From an optimization exercise on the open Yosys and OpenROAD flow, aimed at small area, a short achievable clock period and few clock cycles; shortcuts taken in it are not production practice. Only simulation tests tie the RTL to the original design; equivalence was not proved.

==> v10 <==
==> flow/design.v (excerpt) <==
module e803_au (
    input             clk,
    input             rst,         
    input             in_valid,
    output            in_ready,
    input      [5:0]  in_op,       
    input      [6:0]  in_k,        
    input      [38:0] in_n,        
    output reg        out_valid,
    output reg        out_we,      
    output     [38:0] out_wdata,   
    output reg        out_taken,   
    output reg [38:0] acc,
    output reg [37:0] ar,
    output reg        ovr
);
    reg         st_idle, st_exec, st_shift, st_mul, st_div, st_chk, st_fin;
    reg  [5:0]  iop;        
    reg  [6:0]  ik;         
    reg  [6:0]  cnt;
    reg         dneg;       
    reg         qneg;       
    reg         full;       
    reg         xf;         
    reg         mz;         
    reg         b1_one, b1_two, b1_neg, b2_one, b2_two, b2_neg;    
    reg  [38:0] w;          
    reg  [38:0] r;          
    assign in_ready  = st_idle;
    assign out_wdata = w;
    wire        acpt   = st_idle && in_valid;
    wire [2:0]  grp    = iop[5:3];
    wire [2:0]  fn     = iop[2:0];
    wire        to_fin;     
    wire [2:0]  d_grp  = in_op[5:3];
    wire [2:0]  d_fn   = in_op[2:0];
    wire        d_g5   = (d_grp == 3'd5);
    wire        d_alu  = ~d_grp[2];
    wire        d_div  = d_g5 && (d_fn == 3'd6);
    wire        d_rdar = d_g5 && (d_fn == 3'd7);
    wire        d_mul  = d_g5 && (d_fn == 3'd2 || d_fn == 3'd3);
    wire        m_acpt = acpt && d_mul;                  
  ...
clock: 10.0 ns
lec_check: 0
cap_margin: 20
core_margin: 2
core_utilization: 60
setup_slack_margin: 5
slew_margin: 20
run.sh (not shown) runs the stock make flow with config.mk's settings and CLKGATE_MAP_FILE= SYNTH_SCRIPT=/design/flow/synth_recipe.tcl, a recipe that flattens the netlist after the stock synthesis.
==> v21: changes against v10 <==
--- a/flow/design.v
+++ b/flow/design.v
@@ -12,50 +12,47 @@
     output reg        out_taken,   
     output reg [38:0] acc,
     output reg [37:0] ar,
     output reg        ovr
 );
     reg         st_idle, st_exec, st_shift, st_mul, st_div, st_chk, st_fin;
-    reg  [5:0]  iop;        
-    reg  [6:0]  ik;         
+    reg  [2:0]  fn;         
     reg  [6:0]  cnt;
     reg         dneg;       
     reg         qneg;       
     reg         full;       
     reg         xf;         
     reg         mz;         
     reg         b1_one, b1_two, b1_neg, b2_one, b2_two, b2_neg;    
     reg  [38:0] w;          
     reg  [38:0] r;          
     assign in_ready  = st_idle;
     assign out_wdata = w;
     wire        acpt   = st_idle && in_valid;
-    wire [2:0]  grp    = iop[5:3];
-    wire [2:0]  fn     = iop[2:0];
     wire        to_fin;     
     wire [2:0]  d_grp  = in_op[5:3];
     wire [2:0]  d_fn   = in_op[2:0];
     wire        d_g5   = (d_grp == 3'd5);
     wire        d_alu  = ~d_grp[2];
     wire        d_div  = d_g5 && (d_fn == 3'd6);
     wire        d_rdar = d_g5 && (d_fn == 3'd7);
     wire        d_mul  = d_g5 && (d_fn == 3'd2 || d_fn == 3'd3);
     wire        m_acpt = acpt && d_mul;                  
-    reg         i_alu, i_jmp, i_sh, i_div, i_rdar, i_and;
+    reg         i_alu, i_sh, i_div, i_rdar, i_and;
     reg         i_aacc, i_an, i_wacc, i_wf, i_we;
     reg         c_enA, c_invA, c_enB, c_invB, c_cin;
     reg         n_zero;     
     always @(posedge clk) n_zero <= (in_n == 39'd0);
     wire        fin_div = (fn == 3'd6);
     wire        k_dbl   = ~in_op[0];                     
     wire [6:0]  k_cl    = k_dbl ? ((in_k > 7'd78) ? 7'd78 : in_k)
                                 : ((in_k > 7'd40) ? 7'd40 : in_k);
     wire        sh_left = fn[2];                         
     wire        sh_sgl  = fn[0];                         
-    wire [6:0]  sh_rem  = st_exec ? ik : cnt;
-    wire        sh_go   = (i_sh && ik != 7'd0) || st_shift;
+    wire [6:0]  sh_rem  = cnt;                       
+    wire        sh_go   = (i_sh && cnt != 7'd0) || st_shift;
     wire        sh_1    = sh_rem[0];
     wire        sh_2    = !sh_rem[0] && (sh_left || sh_rem[1]);
     wire        sh_4    = !sh_rem[0] && !sh_left && !sh_rem[1];
     wire [6:0]  sh_next = sh_rem - (sh_1 ? 7'd1 : sh_2 ? 7'd2 : 7'd4);
     wire        lsh_ovf = sh_1 ? (acc[38] ^ acc[37])
                                : !((&acc[38:36]) || ~(|acc[38:36]));
@@ -68,17 +65,17 @@
     wire        selq   = st_fin || i_rdar;
     wire [40:0] a_src  = st_div ? xd :
                          selq   ? {2'b00, acc[0] & st_fin, ar} :
                                   {{2{acc[38]}}, acc};
     wire        r_eq   = (r == ~w) || (&r);              
     wire        cfix   = fin_div & xf;
-    wire        enA  = c_enA | st_div;
+    wire        enA  = c_enA;
     wire        invA = c_invA;
-    wire        enB  = c_enB | st_div;
-    wire        invB = c_invB | (st_div & sg);
-    wire        cinA = c_cin | (st_div & sg);
+    wire        enB  = c_enB;
+    wire        invB = c_invB;
+    wire        cinA = c_cin;
     wire [40:0] opA   = (a_src & {41{enA}}) ^ {41{invA}};
     wire [40:0] opB   = ({{2{w[38]}}, w} & {41{enB}}) ^ {41{invB}};
     wire [41:0] s1x   = {opA, 1'b1} + {opB, cinA};      
     wire [40:0] s1    = s1x[41:1];
     wire        is_and = i_and;
     wire [38:0] f_res = is_and ? (acc & w) : s1[38:0];
@@ -89,16 +86,16 @@
     wire        k_neg = k_s[41];
     wire        skip  = k_neg;                           
     wire        m_div = st_div;
     wire        x_div = i_div && !n_zero;                
     wire [42:0] w43   = {{4{w[38]}}, w};
     wire [38:0] e_lo  = {acc[0], ar} ^ {39{acc[38]}};    
-    wire        one1  = b1_one | m_div;
-    wire        neg1  = b1_neg | (m_div & ~sg);
-    wire        one2  = b2_one | m_div;
-    wire        neg2  = b2_neg | (m_div & sg);
+    wire        one1  = b1_one;                      
+    wire        neg1  = b1_neg;
+    wire        one2  = b2_one;
+    wire        neg2  = b2_neg;
     wire [42:0] cu    = m_div ? {{2{r[38]}}, xd} :
                         x_div ? {4'd0, e_lo} : {{4{acc[38]}}, acc};
     wire [42:0] cv    = ((w43 & {43{one1}}) | ({w43[41:0], 1'b0} & {43{b1_two}})) ^ {43{neg1}};
     wire [42:0] cx    = {(({w43[40:0]} & {41{one2}}) | ({w43[39:0], 1'b0} & {41{b2_two}}))
                          ^ {41{neg2}}, neg2, neg2};
     wire [42:0] cs_s  = cu ^ cv ^ cx;
@@ -124,25 +121,32 @@
     wire        mul_ovf = !((&{xf, acc}) || ~(|{xf, acc}));
     wire        fin_ovf = fin_div ? div_ovf : mul_ovf;
     wire        mul_last = st_mul && (cnt == 7'd0);
     assign      to_fin   = (mul_last && fn != 3'd2) || (st_div && cnt == 7'd0 && !dneg) || st_chk ||
                            (x_div && qzero && !acc[38]);
     wire        qneg_now = st_exec ? (acc[38] ^ w[38]) : qneg;
+    wire        nx_div   = (x_div && !qzero) || (st_div && cnt != 7'd0);
+    wire        sg_next  = st_div & r_new[38];
     always @(posedge clk) begin
         i_alu  <= acpt && d_alu;
-        i_jmp  <= acpt && (d_grp == 3'd4);
         i_sh   <= acpt && d_g5 && (d_fn == 3'd0 || d_fn == 3'd1 || d_fn == 3'd4 || d_fn == 3'd5);
         i_div  <= acpt && d_div;
         i_rdar <= acpt && d_rdar;
         i_and  <= acpt && d_alu && (d_fn == 3'd3);
         i_aacc <= acpt && ((d_alu && !d_grp[1]) || d_rdar);
         i_an   <= acpt && (d_grp == 3'd3);
         i_wacc <= acpt && (d_grp == 3'd1);
         i_wf   <= acpt && (d_grp == 3'd2 || d_grp == 3'd3 || d_div);
         i_we   <= acpt && (d_grp == 3'd1 || d_grp == 3'd2 || d_grp == 3'd3);
         c_enA  <= 1'b0; c_invA <= 1'b0; c_enB <= 1'b0; c_invB <= 1'b0; c_cin <= 1'b0;
+        if (nx_div) begin                                
+            c_enA  <= 1'b1;
+            c_enB  <= 1'b1;
+            c_invB <= sg_next;
+            c_cin  <= sg_next;
+        end
         if (to_fin) begin                                
             c_enA  <= 1'b1;
             c_invA <= fin_div & qneg_now;
             c_cin  <= fin_div & (qneg_now ^ (st_chk & r_eq));
         end
         if (acpt) begin
@@ -225,22 +229,24 @@
         ar  <= ar_d  | ({38{~ar_en}}  & ar);
         r   <= r_d   | ({39{~r_en}}   & r);
         w   <= w_d   | ({39{~w_en}}   & w);
     end
     always @(posedge clk) begin
         if (acpt) begin
-            iop <= in_op;
-            ik  <= k_cl;
+            fn  <= in_op[2:0];
         end
         if (mul_go) begin
             b1_one <= bm[0] ^ bz;
             b1_two <= (bm[1] & ~bm[0] & ~bz) | (~bm[1] & bm[0] & bz);
             b1_neg <= bm[1];
             b2_one <= bm[2] ^ bm[1];
             b2_two <= (bm[3] & ~bm[2] & ~bm[1]) | (~bm[3] & bm[2] & bm[1]);
             b2_neg <= bm[3];
+        end else if (nx_div) begin                       
+            b1_one <= 1'b1; b1_two <= 1'b0; b1_neg <= ~sg_next;
+            b2_one <= 1'b1; b2_two <= 1'b0; b2_neg <= sg_next;
         end else if (acpt && d_div) begin                
             b1_one <= 1'b1; b1_two <= 1'b0; b1_neg <= ~in_n[38];
             b2_one <= 1'b0; b2_two <= 1'b0; b2_neg <= 1'b0;
         end else begin
             b1_one <= 1'b0; b1_two <= 1'b0; b1_neg <= 1'b0;
             b2_one <= 1'b0; b2_two <= 1'b0; b2_neg <= 1'b0;
@@ -255,45 +261,50 @@
             st_fin    <= 1'b0;
             out_valid <= 1'b0;
             ovr       <= 1'b0;
         end else begin
             out_valid <= 1'b0;
             if (acpt) begin
-                st_idle <= 1'b0;
-                if (d_mul) begin
+                cnt <= k_cl;
+                if (d_grp == 3'd4 || d_grp[2:1] == 2'b11) begin
+                    out_valid <= 1'b1;
+                    out_we    <= 1'b0;
+                    out_taken <= 1'b0;
+                    if (d_grp == 3'd4)
+                        case (d_fn[2:1])
+                            2'd0: out_taken <= 1'b1;
+                            2'd1: out_taken <= acc[38];
+                            2'd2: out_taken <= (acc == 39'd0);
+                            default: begin
+                                out_taken <= ovr;
+                                ovr       <= 1'b0;
+                            end
+                        endcase
+                end else if (d_mul) begin
+                    st_idle   <= 1'b0;
                     st_mul    <= 1'b1;
                     cnt       <= 7'd9;
                     out_we    <= 1'b0;
                     out_taken <= 1'b0;
-                end else
+                end else begin
+                    st_idle <= 1'b0;
                     st_exec <= 1'b1;
+                end
             end
             if (st_exec) begin
                 st_exec   <= 1'b0;
                 out_we    <= i_we;
                 out_taken <= 1'b0;
                 if (i_alu) begin
                     ovr       <= ovr | f_ovf;
                     out_valid <= 1'b1;
                     st_idle   <= 1'b1;
-                end else if (i_jmp) begin
-                    case (fn[2:1])
-                        2'd0: out_taken <= 1'b1;
-                        2'd1: out_taken <= acc[38];
-                        2'd2: out_taken <= (acc == 39'd0);
-                        default: begin
-                            out_taken <= ovr;
-                            ovr       <= 1'b0;
-                        end
-                    endcase
-                    out_valid <= 1'b1;
-                    st_idle   <= 1'b1;
                 end else if (i_sh) begin
-                    if (sh_left && ik != 7'd0) ovr <= ovr | lsh_ovf;
+                    if (sh_left && cnt != 7'd0) ovr <= ovr | lsh_ovf;
                     cnt <= sh_next;
-                    if (ik == 7'd0 || sh_next == 7'd0) begin
+                    if (cnt == 7'd0 || sh_next == 7'd0) begin
                         out_valid <= 1'b1;
                         st_idle   <= 1'b1;
                     end else
                         st_shift <= 1'b1;
                 end else if (i_div) begin
                     if (n_zero) begin
Settings changed: CORE_UTILIZATION 60 to 45.
==> comparison <==
In synthesized cell count, v21 and v10 hardly differ. In synthesized area, v10 and v21 hardly differ. v10 died in global routing on GRT-0232. v21 ran to the end with no violations.
==> figures <==
metric	v21	v10
XOR/XNOR share of the synthesized area	12.2%	12.4%
Die span in y	246 µm	213 µm
Synth Register Bits	202	210
Complex-gate fraction of the synthesized area	34.8%	33.8%
Post-CTS setup buffer count	25	49
Syn Std Cell Area	26300 µm²	26300 µm²
Placed inst area	28500 µm²	28100 µm²
Placed wire-length estimate	108000 µm	91800 µm
Fraction of the mapped netlist area in simple logic gates	17.4%	16.9%
TritonCTS Sinks	202	210
Die extent in x	246 µm	213 µm
Number of standard-cell rows in the floorplan	88	76
Number of enable-type register cells in the synthesized netlist	16	23
Area fraction of the dominant cell type after synthesis	14.1%	14.2%
Status	finished clean	did not finish
Stage where the flow stopped	-	global routing
Testbench counts of v10, summed over its fixed seeds: cycles 79,031.
Testbench counts of v21, summed over its fixed seeds: cycles 78,082.

port drivers added, routing unchanged:
In the flow no input, the clock included, has a driving cell. The finished layout below was timed again as built, in two steps. Step 1 (the two cells are an assumption about what drives the block):
set clk [get_ports {clk}]
set_driving_cell -lib_cell sky130_fd_sc_hd__clkbuf_16 $clk
set_driving_cell -lib_cell sky130_fd_sc_hd__buf_2 [delete_from_list [all_inputs] $clk]
Step 2, shift: input delay + t, output delay - t, t = (earliest + latest rising clock arrival at the registers) / 2. This alone moves slack from input paths to output paths. Slacks: ideal / step 1 / step 2; pairs: ideal / step 1.
run: v21
t (ns): 0.659
setup WS [ns]: 4.972 / 4.972 / 4.376
worst data-port slew with drivers (ns): 0.10
After both steps v21 still meets setup and hold. The setup slack of v21 moves by 0.000 ns with the drivers and by -0.596 ns with both steps.
